This is an optimization exercise on Yosys and OpenROAD, whose aim is small area, a short achievable clock period and few clock cycles, not a production implementation.
The RTL was checked by simulation tests, not by an equivalence proof against the original design.

==> trial 8: inputs <==
==> flow/design.v <==
module rcb_a2l (
    input  wire [31:0] angle,
    input  wire [5:0]  n,
    output wire [24:0] norm,
    output wire [4:0]  idx,
    output wire [8:0]  r360,
    output wire [15:0] flo
);
    wire [16:0] ub   = {angle[31], angle[31:16]} + 17'd33120;
    wire [24:0] q2p  = ub[16:3] * 12'd2913;
    wire [7:0]  q2   = q2p[24:17];
    wire [16:0] imf  = ub - q2 * 9'd360;
    wire [8:0]  imod = imf[8:0];
    wire [13:0] p1 = n * imod;              
    wire [20:0] p2 = n * angle[15:0];       
    wire [13:0] t  = p1 + p2[20:16];        
    wire [20:0] qp = t[13:3] * 11'd1457;
    assign idx  = qp[20:16];
    wire [13:0] rf = t - idx * 9'd360;
    assign r360 = rf[8:0];
    assign flo  = p2[15:0];
    assign norm = {imod, angle[15:0]};
endmodule
module rcb_canvas (
    input  wire        clk,
    input  wire        rst,
    input  wire        cmd_valid,
    output wire        cmd_ready,
    input  wire [3:0]  cmd_op,
    input  wire [31:0] cmd_a,
    input  wire [31:0] cmd_b,
    input  wire        cmd_flag,
    input  wire [31:0] cmd_color,
    output reg         rsp_valid,
    output reg  [1:0]  rsp_code,
    output reg  [31:0] rsp_data
);
    localparam OP_NOP   = 4'd0;
    localparam OP_CLEAR = 4'd1;
    localparam OP_ARC   = 4'd2;
    localparam OP_FILL  = 4'd3;
    localparam OP_DECAY = 4'd4;
    localparam OP_A2L   = 4'd5;
    localparam OP_RDPIX = 4'd6;
    localparam OP_WRPIX = 4'd7;
    localparam OP_SETN  = 4'd8;
    localparam RSP_OK     = 2'd0;
    localparam RSP_RANGE  = 2'd2;
    localparam RSP_BADOPC = 2'd3;
    reg        rdy;                  
    reg        c_v;                  
    reg [3:0]  c_op;
    reg [31:0] c_a, c_b, c_col;
    reg        c_fl;
    reg        c_ph;                 
    reg [3:0]  c_cnt;                
    reg [8:0]  c_r;                  
    reg [5:0]  n_q;                  
    reg [4:0]  h;                    
    reg [31:0] P [0:31];
    reg        clr_al; reg [4:0] clr_st;
    reg        d_al;   reg [4:0] d_st;  reg [31:0] d_m, d_b;
    reg        a1_al;  reg [4:0] a1_st, a1_lo, a1_hi, a1_e; reg a1_nw, a1_ee;
    reg [31:0] a1_c, a1_ec;
    reg        a2_al;  reg [4:0] a2_st, a2_lo, a2_hi, a2_e; reg a2_nw, a2_ee;
    reg [31:0] a2_c, a2_ec;
    reg        f_al;   reg [4:0] f_st;  reg [31:0] f_t;
    assign cmd_ready = rdy;
    wire accept = cmd_valid & rdy;
    wire go     = c_v & rdy;
    wire op_nop   = (c_op == OP_NOP);
    wire op_clear = (c_op == OP_CLEAR);
    wire op_arc   = (c_op == OP_ARC);
    wire op_fill  = (c_op == OP_FILL);
    wire op_decay = (c_op == OP_DECAY);
    wire op_a2l   = (c_op == OP_A2L);
    wire op_rdpix = (c_op == OP_RDPIX);
    wire op_wrpix = (c_op == OP_WRPIX);
    wire op_setn  = (c_op == OP_SETN);
    wire a_ge_n   = (c_a[31:6] != 26'd0) || (c_a[5:0] >= n_q);
    wire fill_rng = c_a[31] || (c_a[30:0] > 31'h0001_0000);
    wire setn_rng = (c_a == 32'd0) || (c_a > 32'd32);
    wire at_head  = (c_a[4:0] == h);
    wire a_slot_ok = !a2_al && !f_al;
    wire d_slot_ok = !d_al && !a1_al && !a2_al && !f_al;
    wire tgt2      = a1_al;
    wire [24:0] normF, normT;
    wire [4:0]  iF, iT;
    wire [8:0]  rF, rT;
    wire [15:0] loF, loT;
    rcb_a2l u_from (.angle(c_a), .n(n_q), .norm(normF), .idx(iF), .r360(rF), .flo(loF));
    rcb_a2l u_to   (.angle(c_b), .n(n_q), .norm(normT), .idx(iT), .r360(rT), .flo(loT));
    wire arc_nw = c_fl ? (normT >= normF) : (normT <= normF);
    wire [4:0] arc_lo = c_fl ? iF : iT;
    wire [4:0] arc_hi = c_fl ? iT : iF;
    wire dp_alt = go & (op_arc | op_fill);    
    wire [31:0] base = clr_al ? 32'd0 : P[0];
    wire [31:0] dp_v = dp_alt ? c_col : base;
    wire [31:0] dp_m = dp_alt ? c_a   : d_m;
    wire [31:0] dp_b = dp_alt ? 32'd0 : d_b;
    reg  [31:0] dp_clamp, dp_edge;
    reg  signed [40:0] dp_x;
    reg  [25:0] dp_q;
    integer ch;
    always @(*) begin
        for (ch = 0; ch < 4; ch = ch + 1) begin
            dp_x = $signed({1'b0, dp_v[ch*8 +: 8]}) * $signed(dp_m) + $signed(dp_b);
            if (dp_x[40])
                dp_clamp[ch*8 +: 8] = 8'd0;
            else if (dp_x[39:24] != 16'd0)
                dp_clamp[ch*8 +: 8] = 8'd255;
            else
                dp_clamp[ch*8 +: 8] = dp_x[23:16];
            dp_q = dp_x[32:20] * 13'd2913;
            dp_edge[ch*8 +: 8] = {1'b0, dp_q[23:17]};
        end
    end
    wire ins1 = a1_nw ? (h >= a1_lo && h <= a1_hi) : (h >= a1_lo || h <= a1_hi);
    wire ins2 = a2_nw ? (h >= a2_lo && h <= a2_hi) : (h >= a2_lo || h <= a2_hi);
    wire edg1 = a1_ee && (h == a1_e);
    wire edg2 = a2_ee && (h == a2_e);
    wire [31:0] vD = d_al ? dp_clamp : base;
    wire [31:0] v1 = !a1_al ? vD : edg1 ? a1_ec : ins1 ? a1_c : vD;
    wire [31:0] v2 = !a2_al ? v1 : edg2 ? a2_ec : ins2 ? a2_c : v1;
    reg  [31:0] vF;
    always @(*) begin
        for (ch = 0; ch < 4; ch = ch + 1)
            vF[ch*8 +: 8] = (f_al && f_t[ch*8 +: 8] > v2[ch*8 +: 8]) ?
                            f_t[ch*8 +: 8] : v2[ch*8 +: 8];
    end
    wire step = c_v & (
          op_rdpix & !a_ge_n & (go | !at_head)
        | !go & op_wrpix & !a_ge_n & !a_slot_ok
        | !go & op_decay & !d_slot_ok
        | !go & op_fill & !fill_rng & f_al
        | !go & op_arc & !c_ph & !a_slot_ok);
    wire [4:0] h_nx = step ? h + 5'd1 : h;
    wire arc_p0   = c_v & op_arc & !c_ph & a_slot_ok;     
    wire a2l_p0   = c_v & op_a2l & !c_ph;
    wire a2l_it   = c_v & op_a2l & c_ph;
    wire do_clr   = go & (op_clear | op_setn & !setn_rng);
    wire ins_d    = go & op_decay;
    wire ins_f    = go & op_fill & !fill_rng;
    wire ins_w    = go & op_wrpix & !a_ge_n;
    wire ins_a    = go & op_arc;
    wire ins_any  = ins_w | ins_a;
    wire clr_al_nx = do_clr | clr_al & !(step & (h_nx == clr_st));
    wire d_al_nx   = !do_clr & (ins_d | d_al & !(step & (h_nx == d_st)));
    wire a1_al_nx  = !do_clr & (ins_any & !tgt2 | a1_al & !(step & (h_nx == a1_st)));
    wire a2_al_nx  = !do_clr & (ins_any & tgt2 | a2_al & !(step & (h_nx == a2_st)));
    wire f_al_nx   = !do_clr & (ins_f | f_al & !(step & (h_nx == f_st)));
    wire a_ok_nx = !a2_al_nx & !f_al_nx;
    wire d_ok_nx = !d_al_nx & !a1_al_nx & !a2_al_nx & !f_al_nx;
    wire [4:0] t_lo = tgt2 ? a2_lo : a1_lo;
    wire [4:0] t_hi = tgt2 ? a2_hi : a1_hi;
    wire [4:0] arc_e = c_fl ? (({1'b0, t_hi} + 6'd1 == n_q) ? 5'd0 : t_hi + 5'd1)
                            : ((t_lo == 5'd0) ? n_q[4:0] - 5'd1 : t_lo - 5'd1);
    wire [9:0] a2l_r2 = {c_r, rsp_data[15]};
    wire       a2l_qb = (a2l_r2 >= 10'd360);
    wire [9:0] a2l_rn = a2l_qb ? a2l_r2 - 10'd360 : a2l_r2;
    wire c_v_nx   = accept | c_v & !go;
    wire c_ph_nx  = c_ph | arc_p0 | a2l_p0;
    wire [3:0] cnt_nx = a2l_p0 ? 4'd0 : a2l_it ? c_cnt + 4'd1 : c_cnt;
    reg  pred_in, pred_held;
    always @(*) begin
        case (cmd_op)
        OP_ARC, OP_A2L: pred_in = 1'b0;
        OP_RDPIX:       pred_in = (cmd_a[4:0] == h_nx);
        OP_WRPIX:       pred_in = a_ok_nx;
        OP_DECAY:       pred_in = d_ok_nx;
        OP_FILL:        pred_in = !f_al_nx;
        default:        pred_in = 1'b1;
        endcase
        case (c_op)
        OP_ARC:   pred_held = c_ph_nx;
        OP_A2L:   pred_held = c_ph_nx & (cnt_nx == 4'd15);
        OP_RDPIX: pred_held = a_ge_n | (c_a[4:0] == h_nx);
        OP_WRPIX: pred_held = a_ge_n | a_ok_nx;
        OP_DECAY: pred_held = d_ok_nx;
        OP_FILL:  pred_held = fill_rng | !f_al_nx;
        default:  pred_held = 1'b1;
        endcase
    end
    wire rdy_nx = accept ? pred_in : (c_v & !go) ? pred_held : 1'b1;
    integer k;
    always @(posedge clk) begin
        if (step) begin
            for (k = 0; k < 31; k = k + 1)
                P[k] <= P[k + 1];
            P[31] <= vF;
        end
    end
    always @(posedge clk) begin
        if (rdy) begin
            c_op  <= cmd_op;
            c_a   <= cmd_a;
            c_b   <= cmd_b;
            c_col <= cmd_color;
            c_fl  <= cmd_flag;
        end else if (arc_p0) begin
            c_a   <= {7'd0, rT, loT};       
        end
        c_cnt <= cnt_nx;
        if (a2l_p0)
            c_r <= rF;
        else if (a2l_it)
            c_r <= a2l_rn[8:0];
        if (ins_d) begin
            d_m <= c_a;
            d_b <= c_b;
            d_st <= h;
        end
        if (ins_f) begin
            f_t  <= dp_clamp;
            f_st <= h;
        end
        if (arc_p0 & !tgt2) begin
            a1_lo <= arc_lo; a1_hi <= arc_hi; a1_nw <= arc_nw; a1_ee <= 1'b1;
            a1_c  <= c_col;
        end
        if (arc_p0 & tgt2) begin
            a2_lo <= arc_lo; a2_hi <= arc_hi; a2_nw <= arc_nw; a2_ee <= 1'b1;
            a2_c  <= c_col;
        end
        if (ins_a & !tgt2) begin
            a1_e <= arc_e; a1_ec <= dp_edge; a1_st <= h;
        end
        if (ins_a & tgt2) begin
            a2_e <= arc_e; a2_ec <= dp_edge; a2_st <= h;
        end
        if (ins_w & !tgt2) begin
            a1_lo <= c_a[4:0]; a1_hi <= c_a[4:0]; a1_nw <= 1'b1; a1_ee <= 1'b0;
            a1_c  <= c_col; a1_st <= h;
        end
        if (ins_w & tgt2) begin
            a2_lo <= c_a[4:0]; a2_hi <= c_a[4:0]; a2_nw <= 1'b1; a2_ee <= 1'b0;
            a2_c  <= c_col; a2_st <= h;
        end
        if (do_clr)
            clr_st <= h;
        if (go) begin
            rsp_code <= RSP_OK;
            if (op_rdpix)
                rsp_data <= vF;
            if (op_rdpix & a_ge_n | op_wrpix & a_ge_n | op_fill & fill_rng
                | op_setn & setn_rng)
                rsp_code <= RSP_RANGE;
            if (c_op > OP_SETN)
                rsp_code <= RSP_BADOPC;
        end
        if (a2l_p0)
            rsp_data <= {11'd0, iF, loF};
        else if (a2l_it)
            rsp_data[15:0] <= {rsp_data[14:0], a2l_qb};
        if (rst) begin
            rdy       <= 1'b1;
            c_v       <= 1'b0;
            c_ph      <= 1'b0;
            rsp_valid <= 1'b0;
            n_q       <= 6'd32;
            h         <= 5'd0;
            clr_al    <= 1'b1;
            clr_st    <= 5'd0;
            d_al      <= 1'b0;
            a1_al     <= 1'b0;
            a2_al     <= 1'b0;
            f_al      <= 1'b0;
        end else begin
            rdy       <= rdy_nx;
            c_v       <= c_v_nx;
            c_ph      <= go ? 1'b0 : c_ph_nx;
            rsp_valid <= go;
            if (go & op_setn & !setn_rng)
                n_q   <= c_a[5:0];
            h         <= h_nx;
            clr_al    <= clr_al_nx;
            d_al      <= d_al_nx;
            a1_al     <= a1_al_nx;
            a2_al     <= a2_al_nx;
            f_al      <= f_al_nx;
        end
    end
endmodule
==> flow/run.sh <==
#!/bin/bash
# synth_recipe.tcl (not shown) runs the flow's synth.tcl, then flattens the netlist and writes it again
# the make line also repeats each setting of config.mk as NAME=value (left out here)
make -C /OpenROAD-flow-scripts/flow DESIGN_CONFIG=/design/flow/config.mk WORK_HOME=/design/flow/orfs CLKGATE_MAP_FILE= SYNTH_SCRIPT=/design/flow/synth_recipe.tcl finish
==> flow/config.mk <==
export PLATFORM = sky130hd
export DESIGN_NAME = rcb_canvas
export DESIGN_NICKNAME = rcb_canvas
export VERILOG_FILES = /design/flow/design.v
export SDC_FILE = /design/flow/constraint.sdc
export NUM_CORES = 4
export LEC_CHECK = 0
export CAP_MARGIN = 20
export CORE_MARGIN = 2
export CORE_UTILIZATION = 35
export PLACE_DENSITY = 0.5
export SLEW_MARGIN = 20
==> flow/constraint.sdc <==
create_clock -name core_clock -period 45.0 [get_ports {clk}]
set_input_delay 9.0000 -clock core_clock [delete_from_list [all_inputs] [get_ports {clk}]]
set_output_delay 9.0000 -clock core_clock [all_outputs]
set_load 0.01 [all_outputs]
==> inputs of build 32, as changes to trial 8 <==
--- a/flow/design.v
+++ b/flow/design.v
@@ -1,24 +1,24 @@
+module rcb_norm (
+    input  wire [31:0] angle,
+    output wire [8:0]  imod
+);
+    wire [16:0] ub = {angle[31], angle[31:16]} + 17'd33120;
+    wire [16:0] m  = ub % 17'd360;
+    assign imod = m[8:0];
+endmodule
 module rcb_a2l (
-    input  wire [31:0] angle,
+    input  wire [24:0] norm,
     input  wire [5:0]  n,
-    output wire [24:0] norm,
     output wire [4:0]  idx,
     output wire [8:0]  r360,
     output wire [15:0] flo
 );
-    wire [16:0] ub   = {angle[31], angle[31:16]} + 17'd33120;
-    wire [24:0] q2p  = ub[16:3] * 12'd2913;
-    wire [7:0]  q2   = q2p[24:17];
-    wire [16:0] imf  = ub - q2 * 9'd360;
-    wire [8:0]  imod = imf[8:0];
-    wire [13:0] p1 = n * imod;              
-    wire [20:0] p2 = n * angle[15:0];       
-    wire [13:0] t  = p1 + p2[20:16];        
-    wire [20:0] qp = t[13:3] * 11'd1457;
-    assign idx  = qp[20:16];
-    wire [13:0] rf = t - idx * 9'd360;
-    assign r360 = rf[8:0];
-    assign flo  = p2[15:0];
-    assign norm = {imod, angle[15:0]};
+    wire [29:0] u = n * norm;
+    wire [13:0] t = u[29:16];
+    wire [13:0] q = t / 14'd360;
+    wire [13:0] r = t % 14'd360;
+    assign idx  = q[4:0];
+    assign r360 = r[8:0];
+    assign flo  = u[15:0];
 endmodule
 module rcb_canvas (
@@ -53,5 +53,5 @@
     reg [31:0] c_a, c_b, c_col;
     reg        c_fl;
-    reg        c_ph;                 
+    reg [1:0]  c_ph;                 
     reg [3:0]  c_cnt;                
     reg [8:0]  c_r;                  
@@ -59,4 +59,5 @@
     reg [4:0]  h;                    
     reg [31:0] P [0:31];
+    reg [31:0] dreg;                 
     reg        clr_al; reg [4:0] clr_st;
     reg        d_al;   reg [4:0] d_st;  reg [31:0] d_m, d_b;
@@ -69,5 +70,4 @@
     wire accept = cmd_valid & rdy;
     wire go     = c_v & rdy;
-    wire op_nop   = (c_op == OP_NOP);
     wire op_clear = (c_op == OP_CLEAR);
     wire op_arc   = (c_op == OP_ARC);
@@ -85,21 +85,23 @@
     wire d_slot_ok = !d_al && !a1_al && !a2_al && !f_al;
     wire tgt2      = a1_al;
-    wire [24:0] normF, normT;
+    wire [8:0]  imF, imT;
+    rcb_norm u_nF (.angle(c_a), .imod(imF));
+    rcb_norm u_nT (.angle(c_b), .imod(imT));
     wire [4:0]  iF, iT;
     wire [8:0]  rF, rT;
     wire [15:0] loF, loT;
-    rcb_a2l u_from (.angle(c_a), .n(n_q), .norm(normF), .idx(iF), .r360(rF), .flo(loF));
-    rcb_a2l u_to   (.angle(c_b), .n(n_q), .norm(normT), .idx(iT), .r360(rT), .flo(loT));
-    wire arc_nw = c_fl ? (normT >= normF) : (normT <= normF);
+    rcb_a2l u_from (.norm(c_a[24:0]), .n(n_q), .idx(iF), .r360(rF), .flo(loF));
+    rcb_a2l u_to   (.norm(c_b[24:0]), .n(n_q), .idx(iT), .r360(rT), .flo(loT));
+    wire arc_nw = c_fl ? (c_b[24:0] >= c_a[24:0]) : (c_b[24:0] <= c_a[24:0]);
     wire [4:0] arc_lo = c_fl ? iF : iT;
     wire [4:0] arc_hi = c_fl ? iT : iF;
-    wire dp_alt = go & (op_arc | op_fill);    
-    wire [31:0] base = clr_al ? 32'd0 : P[0];
-    wire [31:0] dp_v = dp_alt ? c_col : base;
-    wire [31:0] dp_m = dp_alt ? c_a   : d_m;
-    wire [31:0] dp_b = dp_alt ? 32'd0 : d_b;
+    wire alt_use = c_v & (op_fill & !f_al | op_arc & c_ph[1]);   
+    wire d_use   = c_v & op_decay & d_slot_ok;                   
+    wire [31:0] dp_v = alt_use ? c_col : d_use ? P[0] : P[1];
+    wire [31:0] dp_m = (alt_use | d_use) ? c_a : d_m;
+    wire [31:0] dp_b = alt_use ? 32'd0 : d_use ? c_b : d_b;
     reg  [31:0] dp_clamp, dp_edge;
     reg  signed [40:0] dp_x;
-    reg  [25:0] dp_q;
+    reg  [12:0] dp_y;
     integer ch;
     always @(*) begin
@@ -112,13 +114,14 @@
             else
                 dp_clamp[ch*8 +: 8] = dp_x[23:16];
-            dp_q = dp_x[32:20] * 13'd2913;
-            dp_edge[ch*8 +: 8] = {1'b0, dp_q[23:17]};
-        end
-    end
+            dp_y = dp_x[32:20] / 13'd45;
+            dp_edge[ch*8 +: 8] = {1'b0, dp_y[6:0]};
+        end
+    end
+    wire [7:0]  dec0c = d_b[31] ? 8'd0 : (d_b[30:24] != 7'd0) ? 8'd255 : d_b[23:16];
     wire ins1 = a1_nw ? (h >= a1_lo && h <= a1_hi) : (h >= a1_lo || h <= a1_hi);
     wire ins2 = a2_nw ? (h >= a2_lo && h <= a2_hi) : (h >= a2_lo || h <= a2_hi);
     wire edg1 = a1_ee && (h == a1_e);
     wire edg2 = a2_ee && (h == a2_e);
-    wire [31:0] vD = d_al ? dp_clamp : base;
+    wire [31:0] vD = d_al ? (clr_al ? {4{dec0c}} : dreg) : (clr_al ? 32'd0 : P[0]);
     wire [31:0] v1 = !a1_al ? vD : edg1 ? a1_ec : ins1 ? a1_c : vD;
     wire [31:0] v2 = !a2_al ? v1 : edg2 ? a2_ec : ins2 ? a2_c : v1;
@@ -134,9 +137,11 @@
         | !go & op_decay & !d_slot_ok
         | !go & op_fill & !fill_rng & f_al
-        | !go & op_arc & !c_ph & !a_slot_ok);
+        | !go & op_arc & (c_ph == 2'd0) & !a_slot_ok);
     wire [4:0] h_nx = step ? h + 5'd1 : h;
-    wire arc_p0   = c_v & op_arc & !c_ph & a_slot_ok;     
-    wire a2l_p0   = c_v & op_a2l & !c_ph;
-    wire a2l_it   = c_v & op_a2l & c_ph;
+    wire arc_p0   = c_v & op_arc & (c_ph == 2'd0) & a_slot_ok;    
+    wire arc_p1   = c_v & op_arc & (c_ph == 2'd1);                
+    wire a2l_p0   = c_v & op_a2l & (c_ph == 2'd0);
+    wire a2l_p1   = c_v & op_a2l & (c_ph == 2'd1);
+    wire a2l_it   = c_v & op_a2l & c_ph[1];
     wire do_clr   = go & (op_clear | op_setn & !setn_rng);
     wire ins_d    = go & op_decay;
@@ -159,7 +164,6 @@
     wire       a2l_qb = (a2l_r2 >= 10'd360);
     wire [9:0] a2l_rn = a2l_qb ? a2l_r2 - 10'd360 : a2l_r2;
-    wire c_v_nx   = accept | c_v & !go;
-    wire c_ph_nx  = c_ph | arc_p0 | a2l_p0;
-    wire [3:0] cnt_nx = a2l_p0 ? 4'd0 : a2l_it ? c_cnt + 4'd1 : c_cnt;
+    wire [1:0] c_ph_nx = (arc_p0 | a2l_p0) ? 2'd1 : (arc_p1 | a2l_p1) ? 2'd2 : c_ph;
+    wire [3:0] cnt_nx  = a2l_p1 ? 4'd0 : a2l_it ? c_cnt + 4'd1 : c_cnt;
     reg  pred_in, pred_held;
     always @(*) begin
@@ -173,6 +177,6 @@
         endcase
         case (c_op)
-        OP_ARC:   pred_held = c_ph_nx;
-        OP_A2L:   pred_held = c_ph_nx & (cnt_nx == 4'd15);
+        OP_ARC:   pred_held = c_ph_nx[1];
+        OP_A2L:   pred_held = c_ph_nx[1] & (cnt_nx == 4'd15);
         OP_RDPIX: pred_held = a_ge_n | (c_a[4:0] == h_nx);
         OP_WRPIX: pred_held = a_ge_n | a_ok_nx;
@@ -190,4 +194,6 @@
             P[31] <= vF;
         end
+        if (step | ins_d)
+            dreg <= dp_clamp;
     end
     always @(posedge clk) begin
@@ -198,9 +204,12 @@
             c_col <= cmd_color;
             c_fl  <= cmd_flag;
-        end else if (arc_p0) begin
-            c_a   <= {7'd0, rT, loT};       
+        end else if (arc_p0 | a2l_p0) begin
+            c_a   <= {7'd0, imF, c_a[15:0]};    
+            c_b   <= {7'd0, imT, c_b[15:0]};
+        end else if (arc_p1) begin
+            c_a   <= {7'd0, rT, loT};           
         end
         c_cnt <= cnt_nx;
-        if (a2l_p0)
+        if (a2l_p1)
             c_r <= rF;
         else if (a2l_it)
@@ -215,9 +224,9 @@
             f_st <= h;
         end
-        if (arc_p0 & !tgt2) begin
+        if (arc_p1 & !tgt2) begin
             a1_lo <= arc_lo; a1_hi <= arc_hi; a1_nw <= arc_nw; a1_ee <= 1'b1;
             a1_c  <= c_col;
         end
-        if (arc_p0 & tgt2) begin
+        if (arc_p1 & tgt2) begin
             a2_lo <= arc_lo; a2_hi <= arc_hi; a2_nw <= arc_nw; a2_ee <= 1'b1;
             a2_c  <= c_col;
@@ -249,5 +258,5 @@
                 rsp_code <= RSP_BADOPC;
         end
-        if (a2l_p0)
+        if (a2l_p1)
             rsp_data <= {11'd0, iF, loF};
         else if (a2l_it)
@@ -256,5 +265,5 @@
             rdy       <= 1'b1;
             c_v       <= 1'b0;
-            c_ph      <= 1'b0;
+            c_ph      <= 2'd0;
             rsp_valid <= 1'b0;
             n_q       <= 6'd32;
@@ -268,6 +277,6 @@
         end else begin
             rdy       <= rdy_nx;
-            c_v       <= c_v_nx;
-            c_ph      <= go ? 1'b0 : c_ph_nx;
+            c_v       <= accept | c_v & !go;
+            c_ph      <= go ? 2'd0 : c_ph_nx;
             rsp_valid <= go;
             if (go & op_setn & !setn_rng)
==> out/qor.log <==
qor: cts.clkLatencyLatePin 0.86 ns
qor: global_routing.grt_pass1_vias 87,800
qor: floorplan.floorplan.die.height 581 um
qor: final_layout.multi_input_area_share 0.504
qor: placement.place.detailed.hpwl 275 mm
qor: status.status no timing/DRC/antenna violations
qor: final_layout.buffers_excl_clock 380
qor: detailed_routing.dr.pass1.iters 8
qor: setup_path.critPathLaunch f_al$_SDFF_PP0_
qor: synthesis.synth.ff_latch_count 1,500
qor: final_layout.layout_commonest_cell edfxtp_1
qor: global_routing.grt_usage 0.214
qor: hold_path.hold_path_end P[20][15]$_DFFE_PP_
the above is filed under build 32

==> out/qor.log <==
qor: final_layout.layout_commonest_cell inv_1
qor: detailed_routing.dr.pass1.iters 6
qor: status.status no timing/DRC/antenna violations
qor: cts.clkLatencyLatePin 0.87 ns
qor: final_layout.multi_input_area_share 0.509
qor: setup_path.critPathLaunch c_a[22]$_DFFE_PP_
qor: synthesis.synth.ff_latch_count 1,467
qor: global_routing.grt_pass1_vias 82,200
qor: global_routing.grt_usage 0.203
the above is filed under trial 8

Testbench counts of trial 8, summed over its fixed seeds: cycles 4,842.
Testbench counts of build 32, summed over its fixed seeds: cycles 5,110.

==> re-timing with driven ports <==
Ports are ideal in the flow. The routed layouts listed here were re-timed in OpenROAD. Step 1, drivers: a clkbuf_16 drives clk and a buf_2 each remaining input, both assumed. Step 2 times the ports against the registers' clock, not the clock port: input delays grow and output delays shrink by t, the midpoint of the rising clock arrivals with the driver on. Slacks: no drivers / after step 1 / after step 2; pairs: no drivers / after step 1.
| run | t (ns) | setup WS [ns] | hold slack, ns | worst slew at a driven data input, ns |
|---|---|---|---|---|
| trial 8 | 0.915 | 25.460 / 25.460 / 25.460 | 0.386 / 0.386 / 0.386 | 0.23 |
| build 32 | 0.898 | 28.707 / 28.707 / 28.707 | 0.403 / 0.403 / 0.403 | 0.14 |
After both steps every run listed still meets setup and hold.
